From an optimization exercise on the open Yosys and OpenROAD flow, aimed at small area and a short achievable clock period; shortcuts taken in it are not production practice. In this exercise RTL edits were held to simulation tests only and were not proved equivalent to the original. Power figures rest on the tool's default switching activity, not on a simulated workload.

### flow/design.v
module zsc_lpm (
    input  wire         clk,
    input  wire         rst,         
    input  wire         reg_we,
    input  wire [10:0]  reg_addr,
    input  wire [15:0]  reg_wdata,
    input  wire         in_valid,
    input  wire [127:0] in_color,
    input  wire [127:0] in_attr,
    input  wire [15:0]  bg_color,
    input  wire [15:0]  bg_attr,
    output reg          out_valid,
    output reg  [15:0]  fr_color,
    output reg  [15:0]  fr_attr,
    output reg  [15:0]  bk_color,
    output reg  [15:0]  bk_attr
);
    reg        mix_pinv;
    reg [9:0]  shd_ctrl [0:2];
    reg [15:0] lyr_pri  [0:7];
    reg [8:0]  lyr_ovr  [0:7];
    reg [12:0] lyr_col  [0:7];
    reg [9:0]  lyr_mask [0:7];
    integer i;
    always @(posedge clk) begin
        if (rst) begin
            mix_pinv <= 1'b0;
            for (i = 0; i < 3; i = i + 1)
                shd_ctrl[i] <= 10'd0;
            for (i = 0; i < 8; i = i + 1) begin
                lyr_pri[i]  <= 16'd0;
                lyr_ovr[i]  <= 9'd0;
                lyr_col[i]  <= 13'd0;
                lyr_mask[i] <= 10'd0;
            end
        end else if (reg_we) begin
            if (reg_addr == 11'h020)
                mix_pinv <= reg_wdata[0];
            for (i = 0; i < 3; i = i + 1)
                if (reg_addr == 11'h021 + i)
                    shd_ctrl[i] <= reg_wdata[9:0];
            for (i = 0; i < 8; i = i + 1) begin
                if (reg_addr == 11'h028 + 4 * i)
                    lyr_pri[i] <= (i < 2) ? reg_wdata : {8'h00, reg_wdata[7:0]};
                if (reg_addr == 11'h029 + 4 * i)
                    lyr_ovr[i] <= reg_wdata[8:0];
                if (reg_addr == 11'h02A + 4 * i)
                    lyr_col[i] <= reg_wdata[12:0];
                if (reg_addr == 11'h02B + 4 * i)
                    lyr_mask[i] <= reg_wdata[9:0];
            end
        end
    end
    function shadow_bit;
        input [9:0] ctrl;
        input [7:0] idx;
        begin
            case (ctrl[9:8])
                2'd0: shadow_bit = 1'b0;
                2'd1: shadow_bit = (idx >= ctrl[7:0]);
                2'd2: shadow_bit = (idx == ctrl[7:0]);
                default: shadow_bit = (idx <= ctrl[7:0]);
            endcase
        end
    endfunction
    reg [15:0] c, a;
    reg [3:0]  bpp;
    reg [7:0]  pen_mask;
    reg [7:0]  cmp_val;
    reg        vis;
    reg [7:0]  eff;
    reg [11:0] key;
    reg [15:0] cand_color, cand_attr;
    reg [15:0] f_color, f_attr, b_color, b_attr;
    reg [11:0] f_key, b_key;
    reg        f_lyr_v, b_lyr_v;
    reg [2:0]  f_lyr, b_lyr;
    reg [7:0]  f_pri, b_pri;
    reg [1:0]  g;
    integer L;
    always @* begin
        f_color = bg_color;  f_attr = bg_attr;  f_key = 12'd2048;
        f_lyr_v = 1'b0;      f_lyr = 3'd0;      f_pri = 8'd0;
        b_color = bg_color;  b_attr = bg_attr;  b_key = 12'd2048;
        b_lyr_v = 1'b0;      b_lyr = 3'd0;      b_pri = 8'd0;
        c = 16'd0; a = 16'd0; bpp = 4'd0; pen_mask = 8'd0; cmp_val = 8'd0;
        vis = 1'b0; eff = 8'd0; key = 12'd0; cand_color = 16'd0; cand_attr = 16'd0;
        g = 2'd0;
        for (L = 0; L < 8; L = L + 1) begin
            c = in_color[16*L +: 16];
            a = in_attr[16*L +: 16];
            bpp      = (lyr_col[L][10:8] > 3'd4) ? 4'd8 : {1'b0, lyr_col[L][10:8]} + 4'd4;
            pen_mask = 8'hFF >> (4'd8 - bpp);
            cmp_val  = c >> bpp;
            vis = lyr_col[L][12] && (((c[7:0] & pen_mask) != 8'd0) || a[12]);
            if (L < 2 && lyr_ovr[L][8] && (cmp_val > lyr_ovr[L][7:0]))
                eff = lyr_pri[L][15:8];
            else
                eff = lyr_pri[L][7:0];
            key        = {1'b0, eff ^ {8{mix_pinv}}, L[2:0]};
            cand_color = c + {lyr_col[L][7:0], 8'h00};
            cand_attr  = {a[15:10], a[9:8] & lyr_mask[L][9:8], a[7:0] & lyr_mask[L][7:0]};
            if (vis) begin
                if (key < f_key) begin
                    b_color = f_color; b_attr = f_attr; b_key = f_key;
                    b_lyr_v = f_lyr_v; b_lyr  = f_lyr;  b_pri = f_pri;
                    f_color = cand_color; f_attr = cand_attr; f_key = key;
                    f_lyr_v = 1'b1;       f_lyr  = L[2:0];    f_pri = eff;
                end else if (key < b_key) begin
                    b_color = cand_color; b_attr = cand_attr; b_key = key;
                    b_lyr_v = 1'b1;       b_lyr  = L[2:0];    b_pri = eff;
                end
            end
        end
        g = f_attr[14:13];
        if (f_lyr_v && lyr_col[f_lyr][11] && f_attr[15] && g != 2'd3)
            f_attr[12] = f_attr[12] ^ shadow_bit(shd_ctrl[g], f_pri);
        g = b_attr[14:13];
        if (b_lyr_v && lyr_col[b_lyr][11] && b_attr[15] && g != 2'd3)
            b_attr[12] = b_attr[12] ^ shadow_bit(shd_ctrl[g], b_pri);
    end
    always @(posedge clk) begin
        if (rst)
            out_valid <= 1'b0;
        else
            out_valid <= in_valid;
        fr_color <= f_color;
        fr_attr  <= f_attr;
        bk_color <= b_color;
        bk_attr  <= b_attr;
    end
endmodule
### flow/run.sh
#!/bin/bash
# synth_recipe.tcl (not shown) runs the flow's synth.tcl, then flattens the netlist and writes it again
# the make line also repeats each setting of config.mk as NAME=value (left out here)
make -C /OpenROAD-flow-scripts/flow DESIGN_CONFIG=/design/flow/config.mk WORK_HOME=/design/flow/orfs CLKGATE_MAP_FILE= SYNTH_SCRIPT=/design/flow/synth_recipe.tcl finish
### flow/config.mk
export PLATFORM = sky130hd
export DESIGN_NAME = zsc_lpm
export DESIGN_NICKNAME = zsc_lpm
export VERILOG_FILES = /design/flow/design.v
export SDC_FILE = /design/flow/constraint.sdc
export NUM_CORES = 4
export LEC_CHECK = 0
export CAP_MARGIN = 20
export CORE_MARGIN = 2
export CORE_UTILIZATION = 40
export PLACE_DENSITY = 0.6
export SLEW_MARGIN = 20
### flow/constraint.sdc
create_clock -name core_clock -period 32.0 [get_ports {clk}]
set_input_delay 6.4000 -clock core_clock [delete_from_list [all_inputs] [get_ports {clk}]]
set_output_delay 6.4000 -clock core_clock [all_outputs]
set_load 0.01 [all_outputs]
==> out/qor.log <==
INFO  logic_synthesis mean_instance_size_in_the_synthesized_netlist=7.27µm²
INFO  logic_synthesis synth-edff-count=0
INFO  routing        totalWireLength=149mm
INFO  global_route   grt_util_all_layers=0.355
INFO  cts            post-cts-setup-buffer-count=0
INFO  global_route   grt_antenna_before_repair=6
INFO  cts            worstSkewPairLatency=0.64ns
INFO  timing         transition_time_of_the_tightest_slew_check_pin=1.25ns
INFO  finish         num-nets-final=5039
INFO  cts            clkSinkCount=378
INFO  timing         final_min_period_over_clock_period=0.939
INFO  pwr            cellPowerDensity=31.4mW/mm²
INFO  floorplan      design.die.area=0.0805mm²
INFO  timing         post_route_setup_tns=0ns
INFO  place          placement.io_buffers=383
INFO  pwr            internal-power=0.850mW
INFO  timing         layout_setup_ws=1.95ns
INFO  global_route   grt_pass1_vias=31900
INFO  setup_path     data_arrival_time_of_the_critical_path=30.60ns
INFO  pwr            power.ir.vdd_worst=0.0394mV
INFO  timing         timing.slew.headroom=0.165
INFO  finish         final_core_density=0.486
INFO  pwr            power.sequential.fraction=0.403
INFO  cts            clk_pin_slew_worst_paths=0.06ns
INFO  global_route   grt_first_pass_wirelength=216mm
INFO  timing         rsz0062_at_grt=false
INFO  place          placement.cell_area=0.0361mm²
INFO  cts            cts_hold_buf=0
INFO  place          place_hpwl=112mm
INFO  timing         timing_hold_violations_final=0
INFO  logic_synthesis most_frequent_cell_after_synthesis=nor2_1
INFO  cts            ctsHtreeMaxLevel=2
INFO  finish         ff_latch_area=0.00757mm²
INFO  floorplan      start_util=0.404
INFO  global_route   global_route.overflow_total=0
INFO  pwr            net_load_switching_power=0.333mW
INFO  logic_synthesis async_reset_ff_frac=0
INFO  logic_synthesis post_synthesis_net_count=4840
INFO  routing        drt_first_pass_iters=6
INFO  setup_path     worst-setup-path-type=in -> reg
INFO  logic_synthesis synth_warnings=6
INFO  routing        drt_first_iter_violations=4075
INFO  floorplan      die_y=284µm
INFO  finish         synthToLayoutAreaGrowth=20.3%
INFO  logic_synthesis synth-seq-area-share=0.242
INFO  logic_synthesis summed_instance_area_of_the_synthesized_netlist=0.0313mm²
INFO  pwr            leakage=16.6nW
INFO  routing        detail_route.wl_per_cell=26.6µm
INFO  floorplan      core_area=0.0775mm²
INFO  floorplan      floorplan.rows=102
INFO  logic_synthesis netlist_top_cells_area=dfxtp_1 (24%), mux2i_1 (11%), ha_1 (8.4%)
INFO  outcome        status=finished clean
INFO  cts            cts_inserted_buffers=48
INFO  setup_path     slowest_delay=0.63ns
INFO  pwr            fin_total_pwr=1.18mW
INFO  setup_path     worstSetupStartpointType=input pin
INFO  setup_path     crit_slowest_cell=clkdlybuf4s50_1
INFO  routing        number_of_remaining_drc_errors=0
INFO  worst_hold_path path_class_of_the_lowest_slack_min_delay_path=reg -> reg
INFO  global_route   grt_met1_usage=0.474
INFO  logic_synthesis synthesis.instances=4304
INFO  pwr            clock_power_share=0.461
INFO  flow_run       drv.max_cap_violation_count=0
INFO  logic_synthesis synthDominantAreaCellType=dfxtp_1
INFO  timing         hold-worst-slack=0.454ns
INFO  pwr            switching_share=0.281
INFO  routing        drtAntennaViolNets=0
INFO  place          gp_congestion=0.995
INFO  pwr            pwr-share-comb=0.136
INFO  timing         final.setup_skew=0.0542ns
INFO  timing         timing.final.setup_violations=0
INFO  logic_synthesis yosysUniqueCellTypes=95
INFO  global_route   gr-max-usage-layer=met2
INFO  timing         finalWorstPathRequiredPeriod=30.05ns
INFO  floorplan      die_w=284µm
INFO  finish         area_used_by_multi_input_combinational_logic=0.0222mm²
INFO  finish         final_cell_count_no_fill=5583
INFO  floorplan      ios=384
INFO  routing        detailed_route_via_count=34300
INFO  timing         fmax=33.3MHz
INFO  place          placement.setup.worst_slack=1.77ns
INFO  logic_synthesis synth_ff_type=dfxtp_1
INFO  setup_path     maximum_fanout_along_the_worst_path=48
INFO  finish         layout_cells_sized_above_1=0.0564
INFO  global_route   met3_usage_in_global_routing=0.0633
INFO  place          placed_cells_incl_taps=5492
INFO  setup_path     timing.critical_path.mode_cell=a21oi_1
INFO  logic_synthesis ys_seq_elements=378
INFO  cts            tritoncts=done
INFO  setup_path     worst_case_register_to_register_setup_slack=6.71ns
INFO  finish         stdcell_area=0.0376mm²
INFO  logic_synthesis synthDominantCellAreaShare=0.242
INFO  global_route   met2_usage=0.561
INFO  cts            max-clock-path-buffers=3
INFO  setup_path     timing.critical_path.required=32.55ns
INFO  timing         finalMaxSlewViolations=0
INFO  global_route   largest_net_degree_at_the_start_of_global_routing=90
INFO  cts            cts_root_buffer=clkbuf_16
INFO  routing        viasPerCell=6.15
INFO  setup_path     timing.critical_path.to_type=register
INFO  finish         filler_cell_count=7777
INFO  logic_synthesis synth_common_cells=nor2_1 (590), nand2_1 (538), a21oi_1 (480)
critical path, delay by kind of cell:
kind	cells	cell delay, ns
multiplexers	2	0.83
buffers and inverters	8	2.29
AO/OA/AOI/OAI	59	12.14
AND/OR/NAND/NOR	40	5.31
XOR/XNOR	3	0.38
adder cells (fa/ha/maj)	10	3.18
final cells by class:
| cell class | count | area share |
|---|---|---|
| Antenna cell | 3 | 0.000199 |
| Clock buffer | 70 | 0.0362 |
| Clock inverter | 17 | 0.00472 |
| Inverter | 119 | 0.0119 |
| Multi-Input combinational cell | 3477 | 0.590 |
| Sequential cell | 378 | 0.201 |
| Tap cell | 1040 | 0.0346 |
| Timing Repair Buffer | 479 | 0.121 |
what timing repair did:
item	CTS	global route
setup endpoints to repair	0	1
endpoints found under the hold margin	0	0
gates resized for setup	0	1
registers in the layout, indices dropped and copies added, names as in the netlist:
signal	cells
bk_attr	16
bk_color	16
fr_attr	16
fr_color	16
lyr_col	104
lyr_mask	80
lyr_ovr	18
lyr_pri	80
mix_pinv	1
out_valid	1
shd_ctrl	30
power groups by stage:
stage	combinational, mW	clock [mW]	sequential [mW]
floorplan	0.0561	0	0.489
global placement	0.157	0	0.487
detailed placement	0.157	0	0.487
CTS	0.157	0.549	0.477
global route	0.166	0.568	0.477
finish	0.160	0.545	0.477
per-layer routing:
layer | part of all wire | vias to the layer above | wire length, µm
li1 | - | 15800 | -
met1 | 0.42 | 16300 | 62200
met2 | 0.44 | 1819 | 65600
met3 | 0.092 | 336 | 13600
met4 | 0.048 | 4 | 7160
met5 | 0.00018 | - | 27
kinds of logic (layout without fill, tap and decap cells):
group	after synthesis	count (layout)	share of synthesized area
simple gates	1423	1423	0.192
compound gates	1355	1356	0.273
buf+inv	450	685	0.0545
flops	378	378	0.242
mux	355	355	0.115
fa+ha+maj	217	217	0.0887
xor+xnor	126	126	0.0353
other cells	0	3	0
cell usage in the layout, fill, tap and decap left out, types with 50 or more instances in the layout:
cell type	netlist	routed
o22ai_1	112	112
xor2_1	63	63
o21ai_0	257	257
inv_1	119	119
mux2i_1	334	334
nand3_1	84	84
a22oi_1	78	78
clkdlybuf4s50_1	0	381
a21oi_1	480	479
nand2_1	538	536
nor2_1	590	584
buf_4	1	96
ha_1	209	209
dfxtp_1	378	377
a31oi_1	54	50
xnor2_1	63	63
path summary, 6_finish.rpt:
| path | start | end | cells past startpoint |
|---|---|---|---|
| max | in_color[4] | bk_attr[12] | 122 |
| min | lyr_pri[0][14] | lyr_pri[0][14] | 2 |
| max reg2reg | lyr_col[1][8] | bk_attr[12] | 119 |
| min reg2reg | lyr_pri[0][14] | lyr_pri[0][14] | 2 |

[separate check: timing with driven ports]
How much do the figures lean on ideal ports? The routed layout below was timed once more, with nothing changed but the port constraints. Step 1 (the two cells are an assumption about what drives the block):
set clk [get_ports {clk}]
set_driving_cell -lib_cell sky130_fd_sc_hd__clkbuf_16 $clk
set_driving_cell -lib_cell sky130_fd_sc_hd__buf_2 [delete_from_list [all_inputs] $clk]
Step 2 adds t to the input delays and takes it off the output delays; t is the mean of the earliest and latest rising clock arrival at the registers after step 1. Input paths then give back, and output paths get back, about the clock's delay inside the block. Three values: ideal ports, drivers, drivers and shift; two values: the first two.
shift t [ns]: 0.687
setup slack, ns: 1.945 / 1.990 / 1.303
worst register clock-pin slew, ns: 0.07 / 0.07
cell pins on the clock port's net: 1
After both steps setup and hold are still met in this run. For this run, drivers alone change the setup slack by +0.045 ns; drivers and shift together by -0.642 ns.
